What follows belongs to an exercise in optimizing a design on an open flow for small area and a short achievable clock period; a production flow would make more cautious choices. The RTL was checked by simulation tests, not by an equivalence proof against the original design. Power is estimated from default activity; no workload was simulated.

==> design/flow/design.v <==
module exec_alu_row #(
    parameter W = 1
) (
    input  wire [W-1:0] x,
    input  wire [W-1:0] y,
    input  wire         cin,
    input  wire         div,     
    input  wire         hz,      
    input  wire         force_sel,  
    output wire         qbit,
    output wire [W-1:0] out
);
    wire [W:0] s = {1'b0, x} + {1'b0, y} + {{W{1'b0}}, cin};
    assign qbit = s[W] & hz;
    wire sel = div ? qbit : force_sel;
    assign out = sel ? s[W-1:0] : x;
endmodule
module exec_alu_front #(
    parameter K = 19
) (
    input  wire [2:0]   op,
    input  wire [31:0]  a,
    input  wire [31:0]  b,
    output wire [31:0]  x,       
    output wire [31:0]  y,       
    output wire [K-1:0] q        
);
    wire is_div = op[2] | (op[1] & op[0]);
    wire is_mul = ~op[2] & op[1] & ~op[0];
    wire inv    = is_div | (~op[1] & op[0]);
    assign y = is_mul ? a : (b ^ {32{inv}});
    wire [31:0] nb = is_mul ? 32'd0 : a;    
    wire [32:0] hz;
    assign hz[32] = 1'b1;
    genvar w;
    generate
        for (w = 31; w >= 0; w = w - 1) begin : hzg
            assign hz[w] = hz[w+1] & ~b[w];
        end
    endgenerate
    wire [31:0] o [0:K];
    assign o[0] = 32'd0;
    generate
        for (w = 1; w <= K; w = w + 1) begin : row
            wire [w-1:0] xr;
            if (w == 1) begin : x1
                assign xr = nb[32-w];
            end else begin : xn
                assign xr = {o[w-1][w-2:0], nb[32-w]};
            end
            wire [w-1:0] orow;
            exec_alu_row #(.W(w)) r (
                .x(xr), .y(y[w-1:0]), .cin(inv), .div(is_div), .hz(hz[w]),
                .force_sel(is_mul & b[32-w]), .qbit(q[K-w]), .out(orow)
            );
            assign o[w] = {{(32-w){1'b0}}, orow};
        end
    endgenerate
    assign x = {o[K][K-1:0], (is_mul ? b[31-K:0] : a[31-K:0])};
endmodule
module exec_alu #(
    parameter K = 19
) (
    input  wire [2:0]   op,
    input  wire [31:0]  x,
    input  wire [31:0]  y,
    input  wire [K-1:0] qh,
    output wire [31:0]  value,
    output wire         fault
);
    wire is_div = op[2] | (op[1] & op[0]);
    wire is_mul = ~op[2] & op[1] & ~op[0];
    wire inv    = is_div | (~op[1] & op[0]);
    wire [32:0] hz;
    assign hz[32] = 1'b1;
    genvar w;
    generate
        for (w = 31; w >= 0; w = w - 1) begin : hzg
            assign hz[w] = hz[w+1] & y[w];
        end
    endgenerate
    wire b_zero = hz[0];
    wire [31:0] low = x[31-K:0];                
    wire [31:0] o [K:32];
    assign o[K] = {{(32-K){1'b0}}, x[31:32-K]};
    wire [31-K:0] ql;
    generate
        for (w = K + 1; w <= 32; w = w + 1) begin : row
            wire [w-1:0] xr = {o[w-1][w-2:0], low[32-w] & ~is_mul};
            wire [w-1:0] orow;
            exec_alu_row #(.W(w)) r (
                .x(xr), .y(y[w-1:0]), .cin(inv), .div(is_div), .hz(hz[w]),
                .force_sel(is_mul ? low[32-w] : (w == 32)), .qbit(ql[32-w]), .out(orow)
            );
            assign o[w] = {{(32-w){1'b0}}, orow};
        end
    endgenerate
    assign fault = is_div & b_zero;
    assign value = fault ? 32'd0 :
                   (is_div & ~op[2]) ? {qh, ql} : o[32];
endmodule
module execute_alu_forward_unit #(
    parameter XLEN  = 32,
    parameter PCW   = 32,
    parameter LANES = 2,
    parameter K     = 18
) (
    input  wire                  clk,
    input  wire                  rst,
    input  wire [LANES-1:0]      iss_valid,
    input  wire [LANES*3-1:0]    iss_op,
    input  wire [LANES*XLEN-1:0] iss_a,
    input  wire [LANES*XLEN-1:0] iss_b,
    input  wire [LANES*6-1:0]    iss_dest,
    input  wire [LANES*PCW-1:0]  iss_pc,
    output wire [LANES-1:0]      res_valid,
    output wire [LANES*PCW-1:0]  res_pc,
    output wire [LANES*6-1:0]    res_dest,
    output wire [LANES*XLEN-1:0] res_value,
    output wire [LANES-1:0]      res_fault,
    output wire [LANES-1:0]      res_wakeup
);
    reg [LANES-1:0]      lat_valid;
    reg [LANES*3-1:0]    lat_op;
    reg [LANES*XLEN-1:0] lat_x;
    reg [LANES*XLEN-1:0] lat_y;
    reg [LANES*K-1:0]    lat_q;
    reg [LANES*6-1:0]    lat_dest;
    reg [LANES*PCW-1:0]  lat_pc;
    wire [LANES*XLEN-1:0] nx;
    wire [LANES*XLEN-1:0] ny;
    wire [LANES*K-1:0]    nq;
    genvar i;
    generate
        for (i = 0; i < LANES; i = i + 1) begin : front
            exec_alu_front #(.K(K)) fr (
                .op(iss_op[i*3 +: 3]),
                .a (iss_a[i*XLEN +: XLEN]),
                .b (iss_b[i*XLEN +: XLEN]),
                .x (nx[i*XLEN +: XLEN]),
                .y (ny[i*XLEN +: XLEN]),
                .q (nq[i*K +: K])
            );
        end
    endgenerate
    always @(posedge clk) begin
        if (rst) begin
            lat_valid <= {LANES{1'b0}};
        end else begin
            lat_valid <= iss_valid;
        end
        lat_op   <= iss_op;
        lat_x    <= nx;
        lat_y    <= ny;
        lat_q    <= nq;
        lat_dest <= iss_dest;
        lat_pc   <= iss_pc;
    end
    generate
        for (i = 0; i < LANES; i = i + 1) begin : lane
            wire [XLEN-1:0] value;
            wire            fault;
            exec_alu #(.K(K)) alu (
                .op   (lat_op[i*3 +: 3]),
                .x    (lat_x[i*XLEN +: XLEN]),
                .y    (lat_y[i*XLEN +: XLEN]),
                .qh   (lat_q[i*K +: K]),
                .value(value),
                .fault(fault)
            );
            assign res_valid[i]              = lat_valid[i];
            assign res_pc[i*PCW +: PCW]      = lat_pc[i*PCW +: PCW];
            assign res_dest[i*6 +: 6]        = lat_dest[i*6 +: 6];
            assign res_value[i*XLEN +: XLEN] = value;
            assign res_fault[i]              = lat_valid[i] & fault;
            assign res_wakeup[i]             = lat_valid[i] & ~fault;
        end
    endgenerate
endmodule
==> design/flow/run.sh <==
#!/bin/bash
# synth_recipe.tcl (not shown) runs the flow's synth.tcl, then flattens the netlist and writes it again
# the make line also repeats each setting of config.mk as NAME=value (left out here)
make -C /OpenROAD-flow-scripts/flow DESIGN_CONFIG=/design/flow/config.mk WORK_HOME=/design/flow/orfs CLKGATE_MAP_FILE= SYNTH_SCRIPT=/design/flow/synth_recipe.tcl finish
==> design/flow/config.mk <==
export PLATFORM = sky130hd
export DESIGN_NAME = execute_alu_forward_unit
export DESIGN_NICKNAME = execute_alu_forward_unit
export VERILOG_FILES = /design/flow/design.v
export SDC_FILE = /design/flow/constraint.sdc
export NUM_CORES = 4
export LEC_CHECK = 0
export ABC_AREA = 1
export CAP_MARGIN = 20
export CORE_MARGIN = 2
export CORE_UTILIZATION = 40
export SLEW_MARGIN = 20
==> design/flow/constraint.sdc <==
create_clock -name core_clock -period 110.0 [get_ports {clk}]
set_input_delay 22.0000 -clock core_clock [delete_from_list [all_inputs] [get_ports {clk}]]
set_output_delay 22.0000 -clock core_clock [all_outputs]
set_load 0.01 [all_outputs]
==> results of run 1 <==
state kept, by name, indices dropped and copies added, names as in the netlist:
| register | count |
|---|---|
| lat_valid | 2 |
| lat_pc | 64 |
| lat_y | 64 |
| lat_dest | 12 |
| lat_op | 6 |
| lat_q | 36 |
| lat_x | 64 |
cell usage after synthesis, drive strengths merged (126+ instances only):
library cell	count
nand3	726
inv	1292
fa	126
nand2	2704
xnor2	312
buf	153
xor2	466
dfxtp	248
o21ai	913
ha	990
a21oi	1103
nor2	415
or2	146
critical path, delay by kind of cell (launching register included):
kind,cells,cell delay (ps)
compound gates,136,25270
simple gates,130,13840
buf+inv,32,8880
fa+ha+maj,14,4850
flops,1,350
worst max path at each step:
stage                          endpoint              start  cells after the start  slack (ps)
after detailed placement  res_value[32]  lat_op[3]$_DFF_P_                    312       34820
after CTS                 res_value[32]  lat_op[3]$_DFF_P_                    312       34020
final                     res_value[32]  lat_op[3]$_DFF_P_                    312       33950
after global routing      res_value[32]  lat_op[3]$_DFF_P_                    314       28690
after floorplan           res_value[33]  lat_op[3]$_DFF_P_                    322       50740
after global placement    res_value[32]  lat_op[4]$_DFF_P_                    313       34850
through the flow:
step,instance area (sq um),worst slack (ps)
2_1_floorplan,66800,50740
3_3_place_gp,72600,34850
3_5_place_dp,72600,34820
4_1_cts,73600,34020
5_1_grt,73600,28690
6_report,73600,33950
kinds of logic (layout without fill, tap and decap cells):
kind of cell	Yosys count	in the layout	share of synthesized area
AOI/OAI and AO/OA	2443	2443	0.224
other	0	7	0
and+or+nand+nor	4203	4203	0.279
xor gates and xnor gates	778	778	0.102
DFF	248	248	0.0743
buffers and inverters	1540	1839	0.0978
adders and majority gates	1116	1116	0.223
metal layers:
| metal | part of all wire | vias up |
|---|---|---|
| li1 | - | 34960 |
| met1 | 0.47 | 31615 |
| met2 | 0.44 | 1919 |
| met3 | 0.057 | 399 |
| met4 | 0.038 | 2 |
| met5 | 0.000054 | - |
final cells by class:
cell class,instances,area [sq um]
Clock buffer,36,771
Sequential cell,248,4960
Timing Repair Buffer,484,4530
Tap cell,2204,2760
Fill cell,17483,93100
Multi-Input combinational cell,8540,55400
Clock inverter,15,226
Inverter,1304,4920
Antenna cell,7,17.5
power by group through the flow:
| stage | clock (mW) | combinational, mW | sequential, mW |
|---|---|---|---|
| 2_1_floorplan | 0 | 1.11 | 0.110 |
| 3_3_place_gp | 0 | 1.47 | 0.110 |
| 3_5_place_dp | 0 | 1.48 | 0.110 |
| 4_1_cts | 0.105 | 1.49 | 0.108 |
| 5_1_grt | 0.108 | 1.68 | 0.108 |
| 6_report | 0.103 | 1.51 | 0.108 |
==> results by group, run 1 <==
Cells and area
  • P&R area growth vs syn: 10.1%
  • Highest-count cells in the layout ignoring fill and taps: nand2_1, inv_1, a21oi_1
  • Nets: 11,936
  • End-of-flow core utilization: 0.442
  • Non-Filler Instances: 12,838
  • Most common library cell in the layout ignoring fill and taps: nand2_1
  • Layout cell share with drive strength beyond 1: 0.105

STA
  • Worst-Margin Slew: 1160 ps
  • Maximum clock rate: 0.0131 GHz
  • Final setup viols: 0
  • Slew headroom: 0.219
  • RSZ-0062 raised after global routing: false
  • Minimum clock period: 76,050 ps
  • Final Hold Fails: 0
  • Setup TNS Final: 0 ps
  • Tcrit/Tclk final: 0.691
  • Fin Hold WS: 21,810 ps
  • Max-slew violation count: 0

Routing
  • Via count: 68,895
  • Routed Antenna Nets: 0
  • Vias per inst: 5.37
  • DR WL/cell: 18.7 um
  • Drc violations: 0
  • Final wirelength: 240,000 um
  • Initial DRT Pass Iterations: 8
  • Iter 0 DRT Violations: 4,997

Hold path
  • Worst hold start: iss_pc[17]
  • Hold Crit Endpoint: lat_pc[17]$_DFF_P_
  • Hold Crit Class: input pin to flop
  • Hold path depth: 1

GRT
  • Largest net degree at the start of global routing: 57
  • Initial antenna violation count: 8
  • First-pass GRT wire length: 371,000 um
  • Total Routing Usage GR: 0.272
  • GRT overflow: 0
  • M2 GR Usage: 0.434
  • Number of global-route vias before repair: 65,213
  • Grt met1 use: 0.383
  • Met3 track demand over resource: 0.0257
  • Gr busiest metal: met2

Critical path
  • Top cell by count, worst path: nand2_1
  • Worst path max stage delay: 1020 ps
  • CP Class: flop to primary output
  • Worst Setup End Kind: primary output
  • Crit-path slowest cell: a21oi_1
  • Crit path DAT: 54,050 ps
  • Worst setup SP type: flop
  • Worst path required time: 88,000 ps
  • Worst-path maximum fanout: 47

Synthesis
  • Proportion of netlist area held by the largest area contributor: 0.185
  • Main flop type after synthesis: dfxtp_1
  • Post-synth EDFFs: 0
  • Register bit total from synthesis: 248
  • Gate Count Post-Synth: 10,328
  • Seq/Total Area, Yosys: 0.0743
  • Asr flop ratio synth: 0
  • Synth Cell Area: 66,800 sq um
  • Yosys warnings: 3
  • Distinct cell type count of the synthesized netlist: 80
  • Synth Net Count: 11,658
  • Syn_area_per_cell: 6.47 sq um
  • Yosys top cell by area: ha_1
  • Synth area leaders: ha_1, nand2_1, a21oi_1

Placement
  • Cell Count Post-Placement: 12,780
  • # port buffers: 359
  • DP HPWL: 192,000 um
  • GP Congestion: 0.946

Pwr
  • Switching Share: 0.563
  • Pwr Total: 1.72 mW
  • Worst vdd ir: 0.0000153 V
  • Net Switching: 969 uW
  • Int Pwr: 752 uW
  • P_leak: 38.1 nW
  • Clock network fraction of design power: 0.060
  • Combinational share of power: 0.877
  • PD cells: 23.4 nW/um^2
  • Reg power frac: 0.063

Clock tree
  • Num CTS Buffers: 28
  • CTS H-tree lvls: 1
  • # Post-CTS Setup Buffers: 0
  • Deepest clock path buffer count: 3
  • CTS sink cnt: 248
  • Hold Buf Count CTS: 0
  • CTS root buffer: clkbuf_16
  • Clock transition at path regs: 60 ps
  • Post-CTS sizing: 0
  • CTS tree: built

Floorplan
  • Core area: 167,000 sq um
  • Die Wd: 413 um
  • Initial Util: 0.401
  • # rows: 150
  • Die height: 413 um
  • DIE AREA: 170,000 sq um
  • # IOs: 360

Flow run
  • Max cap viols: 0

Run status
  • Outcome: finished clean
==> run 2: changes to the inputs <==
--- a/design/flow/config.mk
+++ b/design/flow/config.mk
@@ -9,4 +9,4 @@
 export CAP_MARGIN = 20
 export CORE_MARGIN = 2
-export CORE_UTILIZATION = 40
+export CORE_UTILIZATION = 65
 export SLEW_MARGIN = 20
==> run 2 against run 1 <==
  * Clock power down 4%
  * Sequential power about the same
  * Clock-buffer cell count decreased by 4
  * First-iteration DRC count rose by 38%
  * Sequential share of layout area rose by 0.11 points
  * Via count increased by 4.3%
  * Cell area decreased by 1.6%
  * Total power is 0.39% lower
  * Core utilization is 27 points higher
  * Largest cell class unchanged
  * Largest power group unchanged
==> results by group, run 2 <==
Run status
  • Outcome: finished clean

Cells and area
  • Most common library cell in the layout ignoring fill and taps: nand2_1
  • End-of-flow core utilization: 0.711 (+0.269)
  • Top flop regs: lat_pc (64), lat_x (64), lat_y (64)
  • Filler cells: 9,005 (-48%)
  • Layout cell share with drive strength beyond 1: 0.104 (-0.000843)
  • Highest-count cells in the layout ignoring fill and taps: nand2_1, inv_1, a21oi_1
  • Nets: 11,928 (-0.067%)
  • P&R area growth vs syn: 8.37%

Synthesis
  • Synth area leaders: ha_1, nand2_1, a21oi_1
  • Yosys warnings: 3 (unchanged)
  • Main flop type after synthesis: dfxtp_1
  • Xor and xnor area share after synthesis: 0.102 (unchanged)
  • Gate Count Post-Synth: 10,328 (unchanged)
  • Post-synth EDFFs: 0 (unchanged)
  • Yosys top cell by area: ha_1
  • Post-Synth Adder-Cell Area: 0.223 (unchanged)
  • Distinct cell type count of the synthesized netlist: 80 (unchanged)
  • Synth Net Count: 11,658 (unchanged)
  • Proportion of netlist area held by the largest area contributor: 0.185 (unchanged)
  • Mux cell area share after synthesis: 0 (unchanged)
  • Post-synthesis compound-gate area fraction: 0.224 (unchanged)
  • Syn_area_per_cell: 6.47 sq um (unchanged)
  • Asr flop ratio synth: 0 (unchanged)
  • Post-synth top cells: nand2_1, inv_1, a21oi_1
  • Largest family of logic cells by synthesized area: simple AND/OR/NAND/NOR gates
  • Register bit total from synthesis: 248 (unchanged)
  • Seq/Total Area, Yosys: 0.0743 (unchanged)
  • Top-count cell post-synth: nand2_1
  • Synth Cell Area: 66,800 sq um (unchanged)
  • Simple-gate share of the synthesized area: 0.279 (unchanged)

Critical path
  • Worst setup SP type: flop
  • Crit path DAT: 53,310 ps (-740 ps)
  • Worst path max stage delay: 830 ps (-190 ps)
  • CP Class: flop to primary output
  • Top cell by count, worst path: nand2_1
  • Worst Setup End Kind: primary output
  • Worst-path maximum fanout: 47 (unchanged)
  • Crit-path slowest cell: a21oi_1
  • Worst path required time: 88,000 ps (about the same)

GRT
  • Met3 track demand over resource: 0.0793 (+0.0536)
  • Total Routing Usage GR: 0.415 (+0.143)
  • GRT overflow: 0 (unchanged)
  • Number of global-route vias before repair: 67,670 (+3.8%)
  • Initial antenna violation count: 10 (+2)
  • Gr busiest metal: met2
  • Grt met1 use: 0.541 (+0.159)
  • First-pass GRT wire length: 357,000 um (-3.8%)
  • Largest net degree at the start of global routing: 60 (+5.3%)
  • M2 GR Usage: 0.655 (+0.221)

Routing
  • Via count: 71,839 (+4.3%)
  • Initial DRT Pass Iterations: 6 (-2)
  • Drc violations: 0 (unchanged)
  • DR WL/cell: 19.1 um (+2.3%)
  • Routed Antenna Nets: 0 (unchanged)
  • Final wirelength: 229,000 um (-4.4%)
  • Vias per inst: 5.99 (+12%)
  • Iter 0 DRT Violations: 6,919 (+38%)

STA
  • Minimum clock period: 75,310 ps (-733 ps)
  • Worst-Margin Slew: 1120 ps (-38.7 ps)
  • Final setup viols: 0 (unchanged)
  • Slew headroom: 0.248 (+0.0290)
  • Setup TNS Final: 0 ps (unchanged)
  • RSZ-0062 raised after global routing: false
  • Maximum clock rate: 0.0133 GHz (+0.97%)
  • Tcrit/Tclk final: 0.685 (-0.00666)
  • Max-slew violation count: 0 (unchanged)
  • Final Hold Fails: 0 (unchanged)

Placement
  • GP Congestion: 1.03 (+8.9%)
  • # port buffers: 359 (unchanged)
  • DP HPWL: 181,000 um (-5.9%)

Clock tree
  • CTS tree: built
  • Deepest clock path buffer count: 3 (unchanged)
  • CTS root buffer: clkbuf_16
  • Num CTS Buffers: 26 (-7.1%)
  • Post-CTS sizing: 0 (unchanged)
  • # Post-CTS Setup Buffers: 0 (unchanged)
  • Hold Buf Count CTS: 0 (unchanged)
  • CTS H-tree lvls: 1 (unchanged)
  • CTS sink cnt: 248 (unchanged)
  • Clock transition at path regs: 70 ps (about the same)

Floorplan
  • # IOs: 360 (unchanged)
  • DIE AREA: 105,000 sq um (-38%)
  • # rows: 117 (-22%)
  • Core area: 102,000 sq um (-39%)
  • Die Wd: 325 um (-21%)
  • Die height: 325 um (-21%)
  • Initial Util: 0.656 (+0.255)

Pwr
  • Reg power frac: 0.063 (about the same)
  • P_leak: 38.0 nW (-0.17%)
  • Int Pwr: 747 uW (-0.54%)
  • Combinational share of power: 0.880 (+0.003)
  • Switching Share: 0.564 (+0.000659)
  • PD cells: 23.7 nW/um^2 (+1.2%)
  • Worst vdd ir: 0.0000179 V (+17%)
  • Clock network fraction of design power: 0.058 (-0.002)
  • Pwr Total: 1.71 mW (-0.39%)
  • Net Switching: 966 uW (-0.28%)

Flow run
  • Max cap viols: 0 (unchanged)

Hold path
  • Hold Crit Class: input pin to flop
  • Hold path depth: 1 (unchanged)
==> run 2: final cells by class <==
| type | count | area, sq um | share of cell area |
|---|---|---|---|
| multi-input combinational | 8540 | 55400 | 0.765 |
| sequential | 248 | 4960 | 0.0685 |
| inverter | 1304 | 4920 | 0.0680 |
| timing repair buffer | 478 | 4490 | 0.0619 |
| tap | 1368 | 1710 | 0.0236 |
| clock buffer | 32 | 723 | 0.00998 |
| clock inverter | 15 | 199 | 0.00275 |
| antenna | 8 | 20.0 | 0.000276 |
==> run 2: cells by family (layout without fill, tap and decap cells) <==
group                      count (synthesis)  after routing
and+or+nand+nor                         4203           4203
AOI/OAI and AO/OA                       2443           2443
buffers and inverters                   1540           1829
adders and majority gates               1116           1116
xor gates and xnor gates                 778            778
DFF                                      248            248
other                                      0              8
==> run 2: critical path: cells and delay by family (launching register included) <==
family / cells / cell delay, ps
AO/OA/AOI/OAI: 137 / 24620
AND/OR/NAND/NOR: 130 / 13610
buffers and inverters: 35 / 8870
adder cells (fa/ha/maj): 14 / 5020
flip-flops: 1 / 350
==> run 2: metrics by stage <==
stage               setup WS (ps)  instances  cell area [sq um]  hold slack (ps)
global route                30520      11990              72400            21840
global placement            36860      11936              71500            22450
CTS                         35570      11983              72400            21810
finish                      34690      11993              72400            21830
detailed placement          36340      11936              71500            22450
floorplan                   50740      10328              66800            22030
==> run 2: final timing paths <==
check                             start                  to  slack, ps
worst max-delay path  lat_op[4]$_DFF_P_       res_value[34]      34690
worst min-delay path         iss_pc[42]  lat_pc[42]$_DFF_P_      21830
==> run 2: layer usage <==
layer,vias to the layer above,share of wire
met5,-,0.00065
met4,6,0.056
met3,709,0.11
met2,3442,0.43
met1,32735,0.41
li1,34947,-
==> run 2: power by group through the flow <==
stage,registers [mW],clock network [mW],logic [mW]
floorplan,0.110,0,1.11
global placement,0.109,0,1.43
detailed placement,0.109,0,1.46
CTS,0.107,0.100,1.47
global route,0.107,0.103,1.66
finish,0.107,0.0989,1.51
==> run 3: changes to the inputs <==
--- a/design/flow/design.v
+++ b/design/flow/design.v
@@ -24,9 +24,11 @@
     output wire [31:0]  x,       
     output wire [31:0]  y,       
-    output wire [K-1:0] q        
+    output wire [K-1:0] q,       
+    output wire [3:0]   fl       
 );
     wire is_div = op[2] | (op[1] & op[0]);
     wire is_mul = ~op[2] & op[1] & ~op[0];
     wire inv    = is_div | (~op[1] & op[0]);
+    assign fl = {~op[2] & op[1] & op[0], inv, is_mul, is_div};
     assign y = is_mul ? a : (b ^ {32{inv}});
     wire [31:0] nb = is_mul ? 32'd0 : a;    
@@ -62,5 +64,5 @@
     parameter K = 19
 ) (
-    input  wire [2:0]   op,
+    input  wire [3:0]   fl,      
     input  wire [31:0]  x,
     input  wire [31:0]  y,
@@ -69,7 +71,8 @@
     output wire         fault
 );
-    wire is_div = op[2] | (op[1] & op[0]);
-    wire is_mul = ~op[2] & op[1] & ~op[0];
-    wire inv    = is_div | (~op[1] & op[0]);
+    wire is_div = fl[0];
+    wire is_mul = fl[1];
+    wire inv    = fl[2];
+    wire is_quo = fl[3];
     wire [32:0] hz;
     assign hz[32] = 1'b1;
@@ -97,6 +100,5 @@
     endgenerate
     assign fault = is_div & b_zero;
-    assign value = fault ? 32'd0 :
-                   (is_div & ~op[2]) ? {qh, ql} : o[32];
+    assign value = fault ? 32'd0 : is_quo ? {qh, ql} : o[32];
 endmodule
 module execute_alu_forward_unit #(
@@ -122,5 +124,5 @@
 );
     reg [LANES-1:0]      lat_valid;
-    reg [LANES*3-1:0]    lat_op;
+    reg [LANES*4-1:0]    lat_fl;
     reg [LANES*XLEN-1:0] lat_x;
     reg [LANES*XLEN-1:0] lat_y;
@@ -131,4 +133,5 @@
     wire [LANES*XLEN-1:0] ny;
     wire [LANES*K-1:0]    nq;
+    wire [LANES*4-1:0]    nfl;
     genvar i;
     generate
@@ -140,5 +143,6 @@
                 .x (nx[i*XLEN +: XLEN]),
                 .y (ny[i*XLEN +: XLEN]),
-                .q (nq[i*K +: K])
+                .q (nq[i*K +: K]),
+                .fl(nfl[i*4 +: 4])
             );
         end
@@ -150,5 +154,5 @@
             lat_valid <= iss_valid;
         end
-        lat_op   <= iss_op;
+        lat_fl   <= nfl;
         lat_x    <= nx;
         lat_y    <= ny;
@@ -162,5 +166,5 @@
             wire            fault;
             exec_alu #(.K(K)) alu (
-                .op   (lat_op[i*3 +: 3]),
+                .fl   (lat_fl[i*4 +: 4]),
                 .x    (lat_x[i*XLEN +: XLEN]),
                 .y    (lat_y[i*XLEN +: XLEN]),
==> design/flow/flow/run.sh (new file) <==
#!/bin/bash
set -eo pipefail
bash standard.sh SETUP_SLACK_MARGIN=40 TNS_END_PERCENT=0 finish > make_finish.log 2>&1
==> design/flow/standard.sh (new file) <==
#!/bin/bash
# synth_recipe.tcl (not shown) runs the flow's synth.tcl, then flattens the netlist and writes it again
# the make line also repeats each setting of config.mk as NAME=value (left out here)
make -C /OpenROAD-flow-scripts/flow DESIGN_CONFIG=/design/flow/config.mk WORK_HOME=/design/flow/orfs CLKGATE_MAP_FILE= SYNTH_SCRIPT=/design/flow/synth_recipe.tcl "${@:-finish}"
--- a/design/flow/config.mk
+++ b/design/flow/config.mk
@@ -9,4 +9,4 @@
 export CAP_MARGIN = 20
 export CORE_MARGIN = 2
-export CORE_UTILIZATION = 65
+export CORE_UTILIZATION = 60
 export SLEW_MARGIN = 20
removed: design/flow/run.sh
==> run 3 against run 2 <==
  * Still clean on timing, DRC and antenna
  * Wire length fell by 0.90%
  * Via count rose by 0.49%
  * Flip-flop and latch count is 2 higher
  * Fmax is 14% higher
==> results by group, run 3 <==
Run status
  • Outcome: finished clean

Routing
  • DR WL/cell: 18.3 um (-4.4%)
  • Iter 0 DRT Violations: 6,438 (-7.0%)
  • Routed length on met2: 95,500 um (-2.3%)
  • Final wirelength: 227,000 um (-0.90%)
  • Met1 WL: 99,600 um (+5.9%)
  • Met3 routed wirelength: 22,400 um (-8.4%)
  • Drc violations: 0 (unchanged)
  • Vias per inst: 5.81 (-3.0%)
  • Via count: 72,191 (+0.49%)
  • Top Layer Used: met5
  • Routed Antenna Nets: 0 (unchanged)
  • Initial DRT Pass Iterations: 8 (+2)

Pwr
  • Switching Share: 0.570 (+0.00656)
  • Reg power frac: 0.053 (-0.010)
  • Net Switching: 1.17 mW (+21%)
  • Pwr Total: 2.06 mW (+20%)
  • P_leak: 39.1 nW (+2.8%)
  • Worst vdd ir: 0.0000207 V (+15%)
  • PD cells: 27.8 nW/um^2 (+18%)
  • Clock network fraction of design power: 0.042 (-0.016)
  • Combinational share of power: 0.906 (+0.026)
  • Int Pwr: 883 uW (+18%)

Synthesis
  • Yosys top cell by area: ha_1
  • Register bit total from synthesis: 250 (+0.81%)
  • Syn_area_per_cell: 6.34 sq um (-2.1%)
  • Asr flop ratio synth: 0 (unchanged)
  • Yosys warnings: 3 (unchanged)
  • Synth Net Count: 11,895 (+2.0%)
  • Top-count cell post-synth: nand2_1
  • Synth Cell Area: 67,000 sq um (+0.19%)
  • Post-synth EDFFs: 0 (unchanged)
  • Post-synth top cells: nand2_1, inv_1, a21oi_1
  • Seq/Total Area, Yosys: 0.0747 (+0.000459)
  • Gate Count Post-Synth: 10,565 (+2.3%)
  • Synth area leaders: ha_1, nand2_1, a21oi_1
  • Main flop type after synthesis: dfxtp_1
  • Proportion of netlist area held by the largest area contributor: 0.185 (-0.000346)
  • Distinct cell type count of the synthesized netlist: 78 (-2.5%)

Placement
  • DP HPWL: 177,000 um (-2.1%)
  • GP Congestion: 1.01 (-2.3%)
  • Worst slack, placed: 39,700 ps (+3360 ps)
  • Cell Count Post-Placement: 12,303 (+3.1%)
  • # port buffers: 359 (unchanged)

Clock tree
  • CTS root buffer: clkbuf_16
  • Clock transition at path regs: 70 ps (about the same)
  • CTS sink cnt: 250 (+0.81%)
  • CTS H-tree lvls: 1 (unchanged)
  • Num CTS Buffers: 25 (-3.8%)
  • Deepest clock path buffer count: 3 (unchanged)
  • CTS tree: built

STA
  • Setup ws final: 43,960 ps (+9270 ps)
  • Maximum clock rate: 0.0151 GHz (+14%)
  • Minimum clock period: 66,040 ps (-9270 ps)
  • Max-slew violation count: 0 (unchanged)
  • Setup TNS Final: 0 ps (unchanged)
  • RSZ-0062 raised after global routing: true
  • Worst-Margin Slew: 911 ps (-211 ps)
  • Final setup viols: 0 (unchanged)
  • Tcrit/Tclk final: 0.600 (-0.0843)
  • Final Hold Fails: 0 (unchanged)
  • Slew headroom: 0.387 (+0.139)

GRT
  • Total Routing Usage GR: 0.380 (-0.0350)
  • Number of global-route vias before repair: 65,874 (-2.7%)
  • GRT overflow: 0 (unchanged)
  • Largest net degree at the start of global routing: 74 (+23%)
  • Initial antenna violation count: 10 (unchanged)
  • First-pass GRT wire length: 349,000 um (-2.1%)

Floorplan
  • Die height: 338 um (+4.1%)
  • DIE AREA: 114,000 sq um (+8.4%)
  • Core area: 111,000 sq um (+8.6%)
  • # IOs: 360 (unchanged)
  • Initial Util: 0.605 (-0.0509)
  • Die Wd: 338 um (+4.1%)
  • # rows: 122 (+4.3%)

Critical path
  • Worst path required time: 88,000 ps (about the same)
  • Worst setup SP type: flop
  • Worst-path maximum fanout: 44 (-6.4%)
  • CP Capture Point: res_value[2]
  • Worst path max stage delay: 660 ps (-170 ps)
  • Crit-path slowest cell: o21ai_0
  • Top cell by count, worst path: nand2_1
  • Critical path startpoint: lat_y[28]$_DFF_P_
  • Worst Setup End Kind: primary output
  • CP Class: flop to primary output
  • Crit path DAT: 44,040 ps (-9270 ps)

Cells and area
  • Non-Filler Instances: 12,429 (+3.6%)
  • Top flop regs: lat_pc (64), lat_x (64), lat_y (64)
  • Highest-count cells in the layout ignoring fill and taps: nand2_1, inv_1, a21oi_1
  • Layout cell share with drive strength beyond 1: 0.0942 (-0.0102)
  • Nets: 12,247 (+2.7%)
  • End-of-flow core utilization: 0.667 (-0.0438)
  • Most common library cell in the layout ignoring fill and taps: nand2_1
  • P&R area growth vs syn: 10.2%

Hold path
  • Hold Crit Class: input pin to flop
  • Hold path depth: 1 (unchanged)

Flow run
  • Max cap viols: 0 (unchanged)
==> run 3: layout make-up <==
type | instances | area [sq um]
multi-input combinational | 8735 | 55800
fill | 10313 | 36800
inverter | 1356 | 5250
sequential | 250 | 5010
timing repair buffer | 536 | 4970
tap | 1488 | 1860
clock buffer | 32 | 692
clock inverter | 11 | 93.8
timing repair inverter | 13 | 77.6
antenna | 8 | 20.0
==> run 3: critical path, delay by kind of cell, from the launching register on <==
kind | cells | cell delay (ps)
buf+inv | 39 | 7990
simple gates | 108 | 10870
xor+xnor | 1 | 180
fa+ha+maj | 13 | 4320
compound gates | 119 | 19320
flops | 1 | 610
==> run 3: worst min-delay path by stage <==
| stage | from | to | slack, ps |
|---|---|---|---|
| floorplan | iss_dest[0] | lat_dest[0]$_DFF_P_ | 22030 |
| global placement | iss_pc[62] | lat_pc[62]$_DFF_P_ | 22450 |
| detailed placement | iss_dest[9] | lat_dest[9]$_DFF_P_ | 22450 |
| CTS | iss_pc[44] | lat_pc[44]$_DFF_P_ | 21830 |
| global route | iss_pc[60] | lat_pc[60]$_DFF_P_ | 21850 |
| finish | iss_pc[25] | lat_pc[25]$_DFF_P_ | 21850 |
==> run 3: metal layers <==
layer  vias to the layer above  track usage
li1                      35750            -
met1                     32803        0.534
met2                      3068        0.584
met3                       566       0.0520
met4                         4        0.149
met5                         -            0
==> run 3: power by group through the flow <==
stage               combinational, mW  sequential (mW)  clock (mW)
finish                           1.86            0.108      0.0856
global route                     2.07            0.109      0.0902
CTS                              1.81            0.108      0.0874
detailed placement               1.80            0.110           0
global placement                 1.78            0.110           0
floorplan                        1.36            0.115           0
==> run 3: logic make-up (layout without fill, tap and decap cells) <==
family / count (synthesis) / in the layout / share of synthesized area
other: 0 / 8 / 0
xor gates and xnor gates: 822 / 822 / 0.108
DFF: 250 / 250 / 0.0747
and+or+nand+nor: 4376 / 4376 / 0.284
adders and majority gates: 1116 / 1116 / 0.223
AOI/OAI and AO/OA: 2413 / 2421 / 0.215
buffers and inverters: 1588 / 1948 / 0.0963
==> run 3: through the flow <==
stage          hold slack (ps)  cell area (sq um)
2_1_floorplan            22030              67000
3_3_place_gp             22450              72100
3_5_place_dp             22450              72100
4_1_cts                  21830              72900
5_1_grt                  21850              73800
6_report                 21850              73800
==> run 3: what timing repair did <==
item | CTS | global route
setup endpoints to repair | 32 | 102
pin swaps | 2 | 11
resized for setup | 5 | 103
cloned | 2 | 19
setup buffers | 0 | 54
hold buffers | 0 | 0
==> run 4: changes to the inputs <==
==> design/flow/flow/run.sh (replaced) <==
#!/bin/bash
set -eo pipefail
bash standard.sh SETUP_SLACK_MARGIN=44 TNS_END_PERCENT=0 cts > make_cts.log 2>&1
bash standard.sh SETUP_SLACK_MARGIN=40 TNS_END_PERCENT=0 finish > make_finish.log 2>&1
==> run 4 against run 3 <==
  * Non-clock buffer count is 8 lower
  * Still clean
  * Wire length hardly changed
  * Cell count hardly changed
  * Highest routed layer unchanged
==> results by group, run 4 <==
Flow run
  • Max cap viols: 0 (unchanged)

Critical path
  • Worst path required time: 88,000 ps (about the same)
  • Crit-path slowest cell: o21ai_0
  • Worst path max stage delay: 650 ps (about the same)
  • Worst setup SP type: flop
  • CP Class: flop to primary output
  • Top cell by count, worst path: nand2_1
  • Worst Setup End Kind: primary output
  • Worst-path maximum fanout: 44 (unchanged)
  • Crit path DAT: 44,070 ps (+30 ps)

Clock tree
  • Num CTS Buffers: 25 (unchanged)
  • CTS tree: built
  • Hold Buf Count CTS: 0 (unchanged)
  • Clock transition at path regs: 60 ps (about the same)
  • CTS root buffer: clkbuf_16
  • Deepest clock path buffer count: 3 (unchanged)
  • CTS H-tree lvls: 1 (unchanged)
  • CTS sink cnt: 250 (unchanged)

Floorplan
  • DIE AREA: 114,000 sq um (unchanged)
  • Core area: 111,000 sq um (unchanged)
  • # IOs: 360 (unchanged)
  • Die Wd: 338 um (unchanged)
  • Die height: 338 um (unchanged)
  • # rows: 122 (unchanged)
  • Initial Util: 0.605 (unchanged)

Routing
  • Vias per inst: 5.81 (about the same)
  • Iter 0 DRT Violations: 6,222 (-3.4%)
  • Final wirelength: 227,000 um (about the same)
  • Via count: 72,119 (-0.10%)
  • Initial DRT Pass Iterations: 6 (-2)
  • Routed Antenna Nets: 0 (unchanged)
  • Drc violations: 0 (unchanged)
  • DR WL/cell: 18.3 um (about the same)

Placement
  • Cell Count Post-Placement: 12,303 (unchanged)
  • DP HPWL: 177,000 um (unchanged)
  • Worst slack, placed: 39,700 ps (unchanged)
  • GP Congestion: 1.01 (unchanged)
  • # port buffers: 359 (unchanged)

STA
  • Minimum clock period: 66,070 ps (+27.9 ps)
  • Worst-Margin Slew: 933 ps (+21.6 ps)
  • Final setup viols: 0 (unchanged)
  • Final Hold Fails: 0 (unchanged)
  • Max-slew violation count: 0 (unchanged)
  • Slew headroom: 0.373 (-0.0145)
  • Tcrit/Tclk final: 0.601 (about the same)
  • RSZ-0062 raised after global routing: true
  • Setup TNS Final: 0 ps (unchanged)
  • Maximum clock rate: 0.0151 GHz (about the same)
  • Setup ws final: 43,930 ps (-27.9 ps)

Cells and area
  • Highest-count cells in the layout ignoring fill and taps: nand2_1, inv_1, a21oi_1
  • Top flop regs: lat_pc (64), lat_x (64), lat_y (64)
  • Most common library cell in the layout ignoring fill and taps: nand2_1
  • Non-Filler Instances: 12,420 (-0.072%)
  • Layout cell share with drive strength beyond 1: 0.0935 (-0.000746)
  • P&R area growth vs syn: 10.1% (about the same)
  • Nets: 12,238 (-0.073%)
  • End-of-flow core utilization: 0.667 (about the same)
  • Filler cells: 10,333 (+0.19%)

GRT
  • GRT overflow: 0 (unchanged)
  • Largest net degree at the start of global routing: 65 (-12%)
  • Total Routing Usage GR: 0.383 (+0.00323)
  • Number of global-route vias before repair: 66,344 (+0.71%)
  • Initial antenna violation count: 10 (unchanged)
  • First-pass GRT wire length: 352,000 um (+0.79%)

Pwr
  • Worst vdd ir: 0.0000207 V (+0.13%)
  • PD cells: 27.9 nW/um^2 (+0.13%)
  • P_leak: 39.0 nW (about the same)

Synthesis
  • Asr flop ratio synth: 0 (unchanged)
  • Synth Cell Area: 67,000 sq um (unchanged)
  • Gate Count Post-Synth: 10,565 (unchanged)
  • Post-synth top cells: nand2_1, inv_1, a21oi_1
  • Yosys warnings: 3 (unchanged)
  • Main flop type after synthesis: dfxtp_1
  • Seq/Total Area, Yosys: 0.0747 (unchanged)
  • Synth area leaders: ha_1, nand2_1, a21oi_1
  • Synth Net Count: 11,895 (unchanged)
  • Yosys top cell by area: ha_1
  • Top-count cell post-synth: nand2_1
  • Post-synth EDFFs: 0 (unchanged)
  • Register bit total from synthesis: 250 (unchanged)
  • Distinct cell type count of the synthesized netlist: 78 (unchanged)
  • Proportion of netlist area held by the largest area contributor: 0.185 (unchanged)
  • Syn_area_per_cell: 6.34 sq um (unchanged)

Run status
  • Outcome: finished clean

Hold path
  • Hold Crit Class: input pin to flop
run 4: final cells by class:
| type | count | area [sq um] | share of cell area |
|---|---|---|---|
| Multi-Input combinational cell | 8734 | 55800 | 0.757 |
| Timing Repair Buffer | 528 | 4920 | 0.0667 |
| Sequential cell | 250 | 5010 | 0.0679 |
| Clock buffer | 32 | 692 | 0.00938 |
| Inverter | 1356 | 5250 | 0.0711 |
| Antenna cell | 8 | 20.0 | 0.000271 |
| Timing Repair inverter | 13 | 81.3 | 0.00110 |
| Tap cell | 1488 | 1860 | 0.0252 |
| Clock inverter | 11 | 93.8 | 0.00127 |
run 4: cell families (layout without fill, tap and decap cells):
family,after synthesis,count (layout),share of synthesized area
buffers and inverters,1588,1940,0.0963
adder cells (fa/ha/maj),1116,1116,0.223
flip-flops,250,250,0.0747
AO/OA/AOI/OAI,2413,2420,0.215
XOR/XNOR,822,822,0.108
other,0,8,0
AND/OR/NAND/NOR,4376,4376,0.284
run 4: critical path: cells and delay by family (launching register included):
family,cells,cell delay [ps]
adder cells (fa/ha/maj),13,4300
flip-flops,1,610
AND/OR/NAND/NOR,108,10890
AO/OA/AOI/OAI,119,19260
buffers and inverters,39,8020
XOR/XNOR,1,180
run 4: path summary, 6_finish.rpt:
kind	from	endpoint	slack, ps	depth (start not counted)
worst max-delay path	lat_y[28]$_DFF_P_	res_value[2]	43930	280
worst min-delay path	iss_pc[44]	lat_pc[44]$_DFF_P_	21860	1
run 4: what timing repair did:
item	CTS	global route
cloned	12	8
setup buffers	24	22
endpoints found under the setup margin	70	102
gates resized for setup	56	44
pin swaps	7	4
run 4: layer usage:
layer | up-vias | global-route usage | part of all wire
met5 | - | 0 | 0.000093
met4 | 4 | 0.155 | 0.044
li1 | 35756 | - | -
met1 | 32666 | 0.537 | 0.44
met3 | 583 | 0.0549 | 0.099
met2 | 3110 | 0.588 | 0.42
run 4: report_power, final:
part           internal [mW]  switching (mW)  leakage [nW]  total, mW
Clock                 0.0450          0.0406         0.384     0.0856
Combinational          0.737            1.13          36.6       1.86
Sequential             0.101         0.00757          2.09      0.108
Total                  0.883            1.17          39.0       2.06
run 4: per-stage QoR:
stage / total power, mW / area, sq um / hold WS (ps)
2_1_floorplan: 1.47 / 67000 / 22030
3_3_place_gp: 1.89 / 72100 / 22450
3_5_place_dp: 1.91 / 72100 / 22450
4_1_cts: 2.02 / 73300 / 21830
5_1_grt: 2.27 / 73800 / 21850
6_report: 2.06 / 73800 / 21860
==> run 5: changes to the inputs <==
==> design/flow/flow/run.sh (replaced) <==
#!/bin/bash
set -eo pipefail
bash standard.sh SETUP_SLACK_MARGIN=46 TNS_END_PERCENT=0 finish > make_finish.log 2>&1
--- a/design/flow/config.mk
+++ b/design/flow/config.mk
@@ -9,4 +9,4 @@
 export CAP_MARGIN = 20
 export CORE_MARGIN = 2
-export CORE_UTILIZATION = 60
+export CORE_UTILIZATION = 45
 export SLEW_MARGIN = 20
==> run 5 against run 4 <==
  * Area after synthesis did not move
  * Critical path depth rose by 25
  * Cell count rose by 7.7%
  * Wire length rose by 9.5%
  * Worst setup slack improved by 3900 ps
  * Critical endpoint is now res_value[42]
==> results by group, run 5 <==
Critical path
  • Worst Setup End Kind: primary output
  • Top cell by count, worst path: nand2_1
  • CP Class: flop to primary output
  • Worst path required time: 88,000 ps (about the same)
  • Delay-heaviest family, CP: compound AO/OA/AOI/OAI gates
  • Worst setup SP type: flop
  • Crit-path slowest cell: fa_2
  • Crit path buf inv count: 38 (-2.6%)
  • Worst-path maximum fanout: 35 (-20%)
  • Crit path DAT: 40,170 ps (-3900 ps)
  • Worst path max stage delay: 410 ps (-240 ps)

Floorplan
  • DIE AREA: 152,000 sq um (+33%)
  • Die Wd: 390 um (+15%)
  • # IOs: 360 (unchanged)
  • Die height: 390 um (+15%)
  • # rows: 141 (+16%)
  • Core area: 148,000 sq um (+33%)
  • Initial Util: 0.454 (-0.152)

STA
  • Slew headroom: 0.284 (-0.0891)
  • Final Hold Fails: 0 (unchanged)
  • Setup ws final: 47,830 ps (+3900 ps)
  • Worst-Margin Slew: 1070 ps (+141 ps)
  • Max-slew violation count: 0 (unchanged)
  • Maximum clock rate: 0.0161 GHz (+6.3%)
  • RSZ-0062 raised after global routing: true
  • Setup TNS Final: 0 ps (unchanged)
  • Minimum clock period: 62,170 ps (-3900 ps)
  • Tcrit/Tclk final: 0.565 (-0.0355)
  • Final setup viols: 0 (unchanged)

Cells and area
  • Nets: 12,746 (+4.2%)
  • Most common library cell in the layout ignoring fill and taps: nand2_1
  • P&R area growth vs syn: 24.1%
  • Top flop regs: lat_pc (64), lat_x (64), lat_y (64)
  • Highest-count cells in the layout ignoring fill and taps: nand2_1, inv_1, a21oi_1
  • Filler cells: 14,409 (+39%)
  • Final Cell Area: 83,100 sq um (+13%)
  • Layout cell share with drive strength beyond 1: 0.181 (+0.0877)

Synthesis
  • Post-synth top cells: nand2_1, inv_1, a21oi_1
  • Synth Cell Area: 67,000 sq um (unchanged)
  • Distinct cell type count of the synthesized netlist: 78 (unchanged)
  • Syn_area_per_cell: 6.34 sq um (unchanged)
  • Seq/Total Area, Yosys: 0.0747 (unchanged)
  • Yosys top cell by area: ha_1
  • Synth Net Count: 11,895 (unchanged)
  • Register bit total from synthesis: 250 (unchanged)
  • Synth area leaders: ha_1, nand2_1, a21oi_1
  • Proportion of netlist area held by the largest area contributor: 0.185 (unchanged)
  • Asr flop ratio synth: 0 (unchanged)
  • Post-synth EDFFs: 0 (unchanged)
  • Gate Count Post-Synth: 10,565 (unchanged)
  • Top-count cell post-synth: nand2_1
  • Yosys warnings: 3 (unchanged)
  • Main flop type after synthesis: dfxtp_1

GRT
  • First-pass GRT wire length: 368,000 um (+4.5%)
  • Total Routing Usage GR: 0.301 (-0.0828)
  • Number of global-route vias before repair: 66,610 (+0.40%)
  • GRT overflow: 0 (unchanged)
  • Initial antenna violation count: 12 (+2)
  • Largest net degree at the start of global routing: 63 (-3.1%)

Routing
  • Final wirelength: 249,000 um (+9.5%)
  • Vias per inst: 5.50 (-5.2%)
  • Drc violations: 0 (unchanged)
  • DR WL/cell: 18.6 um (+1.7%)
  • Routed Antenna Nets: 0 (unchanged)
  • Via count: 73,595 (+2.0%)
  • Initial DRT Pass Iterations: 7 (+1)
  • Iter 0 DRT Violations: 5,901 (-5.2%)

Clock tree
  • Deepest clock path buffer count: 3 (unchanged)
  • CTS H-tree lvls: 1 (unchanged)
  • Clock transition at path regs: 60 ps (about the same)
  • CTS sink cnt: 250 (unchanged)
  • CTS tree: built
  • CTS root buffer: clkbuf_16
  • Hold Buf Count CTS: 0 (unchanged)
  • Num CTS Buffers: 25 (unchanged)

Placement
  • Worst slack, placed: 37,470 ps (-2240 ps)
  • DP HPWL: 184,000 um (+3.8%)
  • GP Congestion: 0.961 (-4.6%)
  • Dpl cell area: 72,700 sq um (+0.91%)
  • # port buffers: 359 (unchanged)

Flow run
  • Max cap viols: 0 (unchanged)

Pwr
  • Worst vdd ir: 0.0000151 V (-27%)
  • P_leak: 43.1 nW (+10%)
  • PD cells: 26.8 nW/um^2 (-3.8%)

Run status
  • Outcome: finished clean

Hold path
  • Hold Crit Class: input pin to flop
==> run 5: routing by layer <==
layer,vias to the layer above,routed length [um],global-route usage
li1,36845,-,-
met1,34027,115000,0.434
met2,2378,109000,0.476
met3,345,17100,0.0255
met4,0,7310,0.0793
met5,-,0,0
==> run 5: power by group <==
group	internal, mW	leakage [nW]	switching, mW
Combinational	0.826	40.6	1.20
Sequential	0.101	2.10	0.00753
Clock	0.0535	0.418	0.0402
==> run 5: worst paths after layout <==
| path | start | endpoint | slack [ps] | depth (start not counted) |
|---|---|---|---|---|
| setup / recovery | lat_y[60]$_DFF_P_ | res_value[42] | 47830 | 305 |
| hold / removal | iss_op[5] | lat_fl[7]$_DFF_P_ | 21750 | 2 |
==> run 5: final cells by class <==
| cell class | instances | area [sq um] | share of cell area |
|---|---|---|---|
| antenna | 11 | 27.5 | 0.000331 |
| clock buffer | 32 | 682 | 0.00820 |
| clock inverter | 13 | 186 | 0.00224 |
| inverter | 1356 | 5350 | 0.0643 |
| multi-input combinational | 8737 | 59400 | 0.715 |
| sequential | 250 | 5020 | 0.0605 |
| tap | 1930 | 2410 | 0.0291 |
| timing repair buffer | 1024 | 9870 | 0.119 |
| timing repair inverter | 22 | 156 | 0.00188 |
==> run 5: what timing repair did <==
| action | 4_1_cts | 5_1_grt |
|---|---|---|
| gates cloned | 29 | 41 |
| pin swaps | 27 | 392 |
| buffers inserted | 86 | 412 |
| gates resized for setup | 238 | 866 |
| endpoints found under the setup margin | 103 | 103 |
==> run 5: cell families after synthesis <==
group | count (synthesis) | synth area share
xor+xnor | 822 | 0.108
flops | 250 | 0.0747
fa+ha+maj | 1116 | 0.223
simple gates | 4376 | 0.284
compound gates | 2413 | 0.215
buf+inv | 1588 | 0.0963
==> run 5: per-stage QoR <==
stage          instances  total power [mW]  utilization  hold slack [ps]
4_1_cts            12910              2.06        0.512            21830
3_5_place_dp       12750              1.93        0.493            22450
5_1_grt            13375              2.45        0.563            21750
6_report           13375              2.23        0.563            21750
2_1_floorplan      10565              1.47            -            22030
3_3_place_gp       12749              1.91        0.492            22450
==> run 6: changes to the inputs <==
==> design/flow/flow/run.sh (replaced) <==
#!/bin/bash
set -eo pipefail
bash standard.sh SETUP_SLACK_MARGIN=50 TNS_END_PERCENT=0 finish > make_finish.log 2>&1
==> run 6 against run 5 <==
  * Total power is 6.5% higher
  * Critical endpoint is now res_value[57]
  * Flip-flop and latch count stayed put
  * Synthesized cell count stayed put
  * Largest power group unchanged
==> results by group, run 6 <==
Run status
  • Outcome: finished clean

Cells and area
  • Nets: 13,063 (+2.5%)
  • Layout cell share with drive strength beyond 1: 0.245 (+0.0639)
  • Top flop regs: lat_pc (64), lat_x (64), lat_y (64)
  • Highest-count cells in the layout ignoring fill and taps: nand2_1, inv_1, a21oi_1
  • P&R area growth vs syn: 31.7%
  • Non-Filler Instances: 13,691 (+2.4%)
  • Final Cell Area: 88,200 sq um (+6.1%)
  • Most common library cell in the layout ignoring fill and taps: nand2_1

Clock tree
  • Num CTS Buffers: 25 (unchanged)
  • Clock transition at path regs: 60 ps (about the same)
  • CTS sink cnt: 250 (unchanged)
  • CTS root buffer: clkbuf_16
  • CTS tree: built
  • CTS H-tree lvls: 1 (unchanged)
  • Deepest clock path buffer count: 3 (unchanged)

Placement
  • Dpl cell area: 72,700 sq um (unchanged)
  • # port buffers: 359 (unchanged)
  • GP Congestion: 0.961 (unchanged)
  • DP HPWL: 184,000 um (unchanged)
  • Cell Count Post-Placement: 12,750 (unchanged)

STA
  • Maximum clock rate: 0.0168 GHz (+4.5%)
  • Worst-Margin Slew: 1090 ps (+12.1 ps)
  • Setup TNS Final: 0 ps (unchanged)
  • Final Hold Fails: 0 (unchanged)
  • Tcrit/Tclk final: 0.541 (-0.0245)
  • Slew headroom: 0.276 (-0.00809)
  • Minimum clock period: 59,480 ps (-2690 ps)
  • RSZ-0062 raised after global routing: true
  • Final setup viols: 0 (unchanged)
  • Max-slew violation count: 0 (unchanged)

Floorplan
  • DIE AREA: 152,000 sq um (unchanged)
  • Initial Util: 0.454 (unchanged)
  • Die Wd: 390 um (unchanged)
  • Die height: 390 um (unchanged)
  • # rows: 141 (unchanged)
  • # IOs: 360 (unchanged)
  • Core area: 148,000 sq um (unchanged)

Synthesis
  • Largest family of logic cells by synthesized area: simple AND/OR/NAND/NOR gates
  • Distinct cell type count of the synthesized netlist: 78 (unchanged)
  • Asr flop ratio synth: 0 (unchanged)
  • Yosys warnings: 3 (unchanged)
  • Post-synth top cells: nand2_1, inv_1, a21oi_1
  • Syn_area_per_cell: 6.34 sq um (unchanged)
  • Xor and xnor area share after synthesis: 0.108 (unchanged)
  • Post-synth EDFFs: 0 (unchanged)
  • Top-count cell post-synth: nand2_1
  • Synth Cell Area: 67,000 sq um (unchanged)
  • Synth Net Count: 11,895 (unchanged)
  • Yosys top cell by area: ha_1
  • Gate Count Post-Synth: 10,565 (unchanged)
  • Synth area leaders: ha_1, nand2_1, a21oi_1
  • Main flop type after synthesis: dfxtp_1
  • Register bit total from synthesis: 250 (unchanged)
  • Mux cell area share after synthesis: 0 (unchanged)
  • Simple-gate share of the synthesized area: 0.284 (unchanged)
  • Seq/Total Area, Yosys: 0.0747 (unchanged)
  • Post-Synth Adder-Cell Area: 0.223 (unchanged)
  • Proportion of netlist area held by the largest area contributor: 0.185 (unchanged)
  • Post-synthesis compound-gate area fraction: 0.215 (unchanged)

Pwr
  • Worst vdd ir: 0.0000165 V (+9.3%)
  • PD cells: 26.9 nW/um^2 (+0.39%)
  • P_leak: 44.8 nW (+3.9%)

Critical path
  • Top cell by count, worst path: nand2_1
  • CP Class: flop to primary output
  • Worst-path maximum fanout: 28 (-20%)
  • Worst Setup End Kind: primary output
  • Worst path max stage delay: 440 ps (+30 ps)
  • Worst path required time: 88,000 ps (about the same)
  • Crit path buf inv count: 39 (+2.6%)
  • Crit path DAT: 37,480 ps (-2690 ps)
  • Crit-path slowest cell: fa_1
  • Worst setup SP type: flop
  • Delay-heaviest family, CP: compound AO/OA/AOI/OAI gates

GRT
  • Number of global-route vias before repair: 70,838 (+6.3%)
  • Met3 track demand over resource: 0.0292 (+0.00365)
  • GRT overflow: 0 (unchanged)
  • Gr busiest metal: met2
  • Largest net degree at the start of global routing: 63 (unchanged)
  • Total Routing Usage GR: 0.319 (+0.0189)
  • Initial antenna violation count: 11 (-1)
  • First-pass GRT wire length: 390,000 um (+6.0%)
  • M2 GR Usage: 0.516 (+0.0397)
  • Grt met1 use: 0.448 (+0.0138)

Routing
  • Via count: 75,772 (+3.0%)
  • Vias per inst: 5.53 (+0.58%)
  • Routed Antenna Nets: 0 (unchanged)
  • Final wirelength: 259,000 um (+4.0%)
  • Iter 0 DRT Violations: 5,942 (+0.69%)
  • Drc violations: 0 (unchanged)
  • Initial DRT Pass Iterations: 7 (unchanged)
  • DR WL/cell: 18.9 um (+1.6%)

Hold path
  • Hold Crit Class: input pin to flop

Flow run
  • Max cap viols: 0 (unchanged)
run 6: cells by family (layout without fill, tap and decap cells):
logic type	Yosys count	in the layout
simple gates	4376	4380
compound gates	2413	2421
buf+inv	1588	2762
fa+ha+maj	1116	1116
xor+xnor	822	822
flops	250	250
other cells	0	10
run 6: final timing paths:
kind	startpoint	end	slack (ps)	cells after the start
worst max-delay path	lat_y[63]$_DFF_P_	res_value[57]	50520	293
worst min-delay path	iss_op[5]	lat_fl[7]$_DFF_P_	21670	2
run 6: through the flow:
stage / hold WS [ps] / power (mW) / utilization / setup slack, ps
after global placement: 22450 / 1.91 / 0.492 / 37610
after floorplan: 22030 / 1.47 / - / 50960
after CTS: 21820 / 2.19 / 0.560 / 49600
after detailed placement: 22450 / 1.93 / 0.493 / 37470
final: 21670 / 2.37 / 0.597 / 50520
after global routing: 21680 / 2.59 / 0.597 / 47990
run 6: per-layer routing:
metal	wire, um	share of wire	up-vias
met1	117000	0.45	35352
met3	17900	0.069	468
li1	-	-	37459
met2	115000	0.44	2493
met5	0	0	-
met4	8900	0.034	0
run 6: repair_timing:
action                                  4_1_cts  5_1_grt
buffers inserted                            481      325
pin swaps                                   410      687
hold buffers                                  0        0
resized for setup                          1122      758
endpoints found under the setup margin      105      104
gates cloned                                 72        7
run 6: power by group:
group          switching (mW)  total, mW  internal (mW)
clock network          0.0403     0.0939         0.0535
logic                    1.27       2.17          0.906
registers             0.00836      0.109          0.101
run 6: cell type report:
type                            count  area (sq um)
Antenna cell                       10          25.0
Clock buffer                       32           682
Clock inverter                     13           186
Fill cell                       13873         59400
Inverter                         1356          5390
Multi-Input combinational cell   8739         61900
Sequential cell                   250          5040
Tap cell                         1930          2410
Timing Repair Buffer             1336         12400
Timing Repair inverter             25           180
==> run 7: changes to the inputs <==
==> design/flow/flow/run.sh (replaced) <==
#!/bin/bash
set -eo pipefail
bash standard.sh SETUP_SLACK_MARGIN=47 TNS_END_PERCENT=0 cts > make_cts.log 2>&1
bash standard.sh SETUP_SLACK_MARGIN=38 TNS_END_PERCENT=0 finish > make_finish.log 2>&1
--- a/design/flow/config.mk
+++ b/design/flow/config.mk
@@ -9,4 +9,4 @@
 export CAP_MARGIN = 20
 export CORE_MARGIN = 2
-export CORE_UTILIZATION = 45
+export CORE_UTILIZATION = 60
 export SLEW_MARGIN = 20
==> run 7 against run 6 <==
  * Highest routed layer is now met5
  * Core utilization grew 7.9 points
  * Cell area shrank 15%
  * Total power down 12%
  * Clock power fell by 8.7%
==> results by group, run 7 <==
Synthesis
  • Proportion of netlist area held by the largest area contributor: 0.185 (unchanged)
  • Synth Net Count: 11,895 (unchanged)
  • Main flop type after synthesis: dfxtp_1
  • Distinct cell type count of the synthesized netlist: 78 (unchanged)
  • Yosys warnings: 3 (unchanged)
  • Top-count cell post-synth: nand2_1
  • Synth area leaders: ha_1, nand2_1, a21oi_1
  • Post-synth top cells: nand2_1, inv_1, a21oi_1
  • Yosys top cell by area: ha_1
  • Synth Cell Area: 67,000 sq um (unchanged)
  • Asr flop ratio synth: 0 (unchanged)
  • Gate Count Post-Synth: 10,565 (unchanged)
  • Register bit total from synthesis: 250 (unchanged)
  • Post-synth EDFFs: 0 (unchanged)
  • Seq/Total Area, Yosys: 0.0747 (unchanged)
  • Syn_area_per_cell: 6.34 sq um (unchanged)

GRT
  • Largest net degree at the start of global routing: 65 (+3.2%)
  • Initial antenna violation count: 12 (+1)
  • GRT overflow: 0 (unchanged)
  • First-pass GRT wire length: 359,000 um (-7.9%)
  • Number of global-route vias before repair: 67,665 (-4.5%)
  • Total Routing Usage GR: 0.391 (+0.0719)

Critical path
  • CP Class: flop to primary output
  • Crit path DAT: 42,230 ps (+4750 ps)
  • Crit-path slowest cell: clkdlybuf4s50_1
  • Worst Setup End Kind: primary output
  • Worst path max stage delay: 610 ps (+170 ps)
  • Top cell by count, worst path: nand2_1
  • Worst setup SP type: flop
  • Worst path required time: 88,000 ps (about the same)
  • Worst-path maximum fanout: 44 (+57%)

Routing
  • Routed Antenna Nets: 0 (unchanged)
  • Drc violations: 0 (unchanged)
  • Vias per inst: 5.83 (+5.3%)
  • Final wirelength: 231,000 um (-11%)
  • Iter 0 DRT Violations: 6,817 (+15%)
  • Initial DRT Pass Iterations: 6 (-1)
  • DR WL/cell: 18.5 um (-2.2%)
  • Via count: 72,800 (-3.9%)

Placement
  • # port buffers: 359 (unchanged)
  • GP Congestion: 1.01 (+4.8%)
  • DP HPWL: 177,000 um (-3.7%)
  • Dpl cell area: 72,100 sq um (-0.90%)

Cells and area
  • Most common library cell in the layout ignoring fill and taps: nand2_1
  • Final Cell Area: 74,800 sq um (-15%)
  • Area of the multi-input gates: 56,100 sq um (-9.3%)
  • Nets: 12,309 (-5.8%)
  • End-of-flow core utilization: 0.676 (+0.0785)
  • FF+latch area: 5010 sq um (-0.42%)
  • Filler cells: 10,204 (-26%)
  • P&R area growth vs syn: 11.7%
  • Highest-count cells in the layout ignoring fill and taps: nand2_1, inv_1, a21oi_1
  • Top flop regs: lat_pc (64), lat_x (64), lat_y (64)
  • Layout cell share with drive strength beyond 1: 0.104 (-0.141)

Floorplan
  • Core area: 111,000 sq um (-25%)
  • Initial Util: 0.605 (+0.152)
  • Die Wd: 338 um (-13%)
  • # IOs: 360 (unchanged)
  • # rows: 122 (-13%)
  • DIE AREA: 114,000 sq um (-25%)
  • Die height: 338 um (-13%)

STA
  • Final setup viols: 0 (unchanged)
  • Max-slew violation count: 0 (unchanged)
  • Maximum clock rate: 0.0156 GHz (-7.4%)
  • Slew headroom: 0.208 (-0.0677)
  • Setup TNS Final: 0 ps (unchanged)
  • Final Hold Fails: 0 (unchanged)
  • Tcrit/Tclk final: 0.584 (+0.0432)
  • Worst-Margin Slew: 1180 ps (+89.1 ps)
  • Minimum clock period: 64,230 ps (+4750 ps)
  • RSZ-0062 raised after global routing: false

Pwr
  • PD cells: 27.9 nW/um^2 (+3.5%)
  • Worst vdd ir: 0.0000204 V (+23%)
  • Reg power frac: 0.052 (+0.006)
  • P_leak: 39.5 nW (-12%)
  • Switching Share: 0.569 (+0.0156)
  • Combinational share of power: 0.907 (-0.008)
  • Int Pwr: 898 uW (-15%)
  • Clock network fraction of design power: 0.041 (about the same)
  • Net Switching: 1.19 mW (-9.7%)

Clock tree
  • CTS root buffer: clkbuf_16
  • Num CTS Buffers: 25 (unchanged)
  • CTS H-tree lvls: 1 (unchanged)
  • Deepest clock path buffer count: 3 (unchanged)
  • Hold Buf Count CTS: 0 (unchanged)
  • CTS sink cnt: 250 (unchanged)
  • Clock transition at path regs: 70 ps (about the same)
  • CTS tree: built

Run status
  • Outcome: finished clean

Flow run
  • Max cap viols: 0 (unchanged)

Hold path
  • Hold Crit Class: input pin to flop
==> run 7: cell counts after synthesis <==
Identical to the previous run, type by type.
==> run 7: area by class of cell <==
type | count | area share
well taps | 1488 | 0.0249
diodes | 9 | 0.000301
flip-flops and latches | 250 | 0.0670
repair buffers | 592 | 0.0749
clock buffers | 32 | 0.00925
repair inverters | 18 | 0.00152
inverters | 1356 | 0.0705
multi-input cells | 8736 | 0.750
clock inverters | 11 | 0.00125
==> run 7: path summary, 6_finish.rpt <==
kind                             end               from  depth (start not counted)
hold / removal    lat_pc[25]$_DFF_P_         iss_pc[25]                          1
setup / recovery       res_value[12]  lat_y[28]$_DFF_P_                        280
==> run 7: repair_timing <==
| item | in CTS | in global routing |
|---|---|---|
| hold endpoints to repair | 0 | 0 |
| setup buffers | 104 | 0 |
| resized for setup | 219 | 0 |
| setup endpoints to repair | 102 | 0 |
==> run 7: worst max-delay path, delay by kind of cell (launching register included) <==
kind / cells / cell delay [ps]
compound gates: 119 / 19440
simple gates: 111 / 10980
buf+inv: 36 / 5980
fa+ha+maj: 13 / 4250
flops: 1 / 600
xor+xnor: 1 / 180
==> run 7: kinds of logic (layout without fill, tap and decap cells) <==
group | Yosys count | after routing | synth area share
simple gates | 4376 | 4378 | 0.284
fa+ha+maj | 1116 | 1116 | 0.223
other cells | 0 | 9 | 0
buf+inv | 1588 | 2009 | 0.0963
compound gates | 2413 | 2420 | 0.215
flops | 250 | 250 | 0.0747
xor+xnor | 822 | 822 | 0.108
==> run 7: power groups by stage <==
stage,sequential (mW),clock [mW],combinational [mW]
6_report,0.108,0.0857,1.89
3_5_place_dp,0.110,0,1.80
4_1_cts,0.108,0.0874,1.85
3_3_place_gp,0.110,0,1.78
2_1_floorplan,0.115,0,1.36
5_1_grt,0.109,0.0902,2.09
==> run 7: per-stage QoR <==
step	total power, mW	setup WS (ps)	hold slack, ps	cells
floorplan	1.47	50960	22030	10565
global placement	1.89	41350	22450	12303
detailed placement	1.91	39700	22450	12303
CTS	2.04	46900	21830	12483
global route	2.29	41850	21850	12491
finish	2.08	45770	21850	12492
==> run 7: per-layer routing <==
metal,track usage,up-vias,share of wire
li1,-,35900,-
met1,0.544,33152,0.44
met2,0.601,3119,0.42
met3,0.0570,625,0.097
met4,0.163,4,0.045
met5,0,-,0.00010

==> what the ideal ports hide <==
How much do the figures lean on ideal ports? The routed layouts below were timed once more, with nothing changed but the port constraints.
Step 1 (the two cells are an assumption about what drives the block):
set clk [get_ports {clk}]
set_driving_cell -lib_cell sky130_fd_sc_hd__clkbuf_16 $clk
set_driving_cell -lib_cell sky130_fd_sc_hd__buf_2 [delete_from_list [all_inputs] $clk]
Step 2 moves the port delays by t, midway between the first and last clock arrival at a register: inputs arrive t later, outputs are due t later. That takes back most of the time a late clock gives input paths.
Three values: ideal ports, drivers, drivers and shift; two values: the first two.
| run | t (ns) | setup WS [ns] | worst setup path after step 2 | worst register clock-pin slew, ns |
|---|---|---|---|---|
| run 1 | 0.687 | 33.953 / 33.878 / 34.565 | register to output | 0.07 / 0.07 |
| run 2 | 0.665 | 34.686 / 34.618 / 35.283 | register to output | 0.08 / 0.08 |
| run 3 | 0.650 | 43.956 / 43.887 / 43.662 | input to register | 0.08 / 0.08 |
| run 4 | 0.650 | 43.928 / 43.859 / 43.939 | input to register | 0.08 / 0.08 |
| run 5 | 0.643 | 47.833 / 47.762 / 48.200 | input to register | 0.08 / 0.08 |
| run 6 | 0.645 | 50.525 / 50.454 / 50.181 | input to register | 0.08 / 0.08 |
| run 7 | 0.651 | 45.773 / 45.705 / 45.443 | input to register | 0.08 / 0.08 |
After both steps setup and hold are still met in every run listed. For run 6, which loses most, drivers alone change the setup slack by -0.071 ns; drivers and shift together by -0.344 ns.
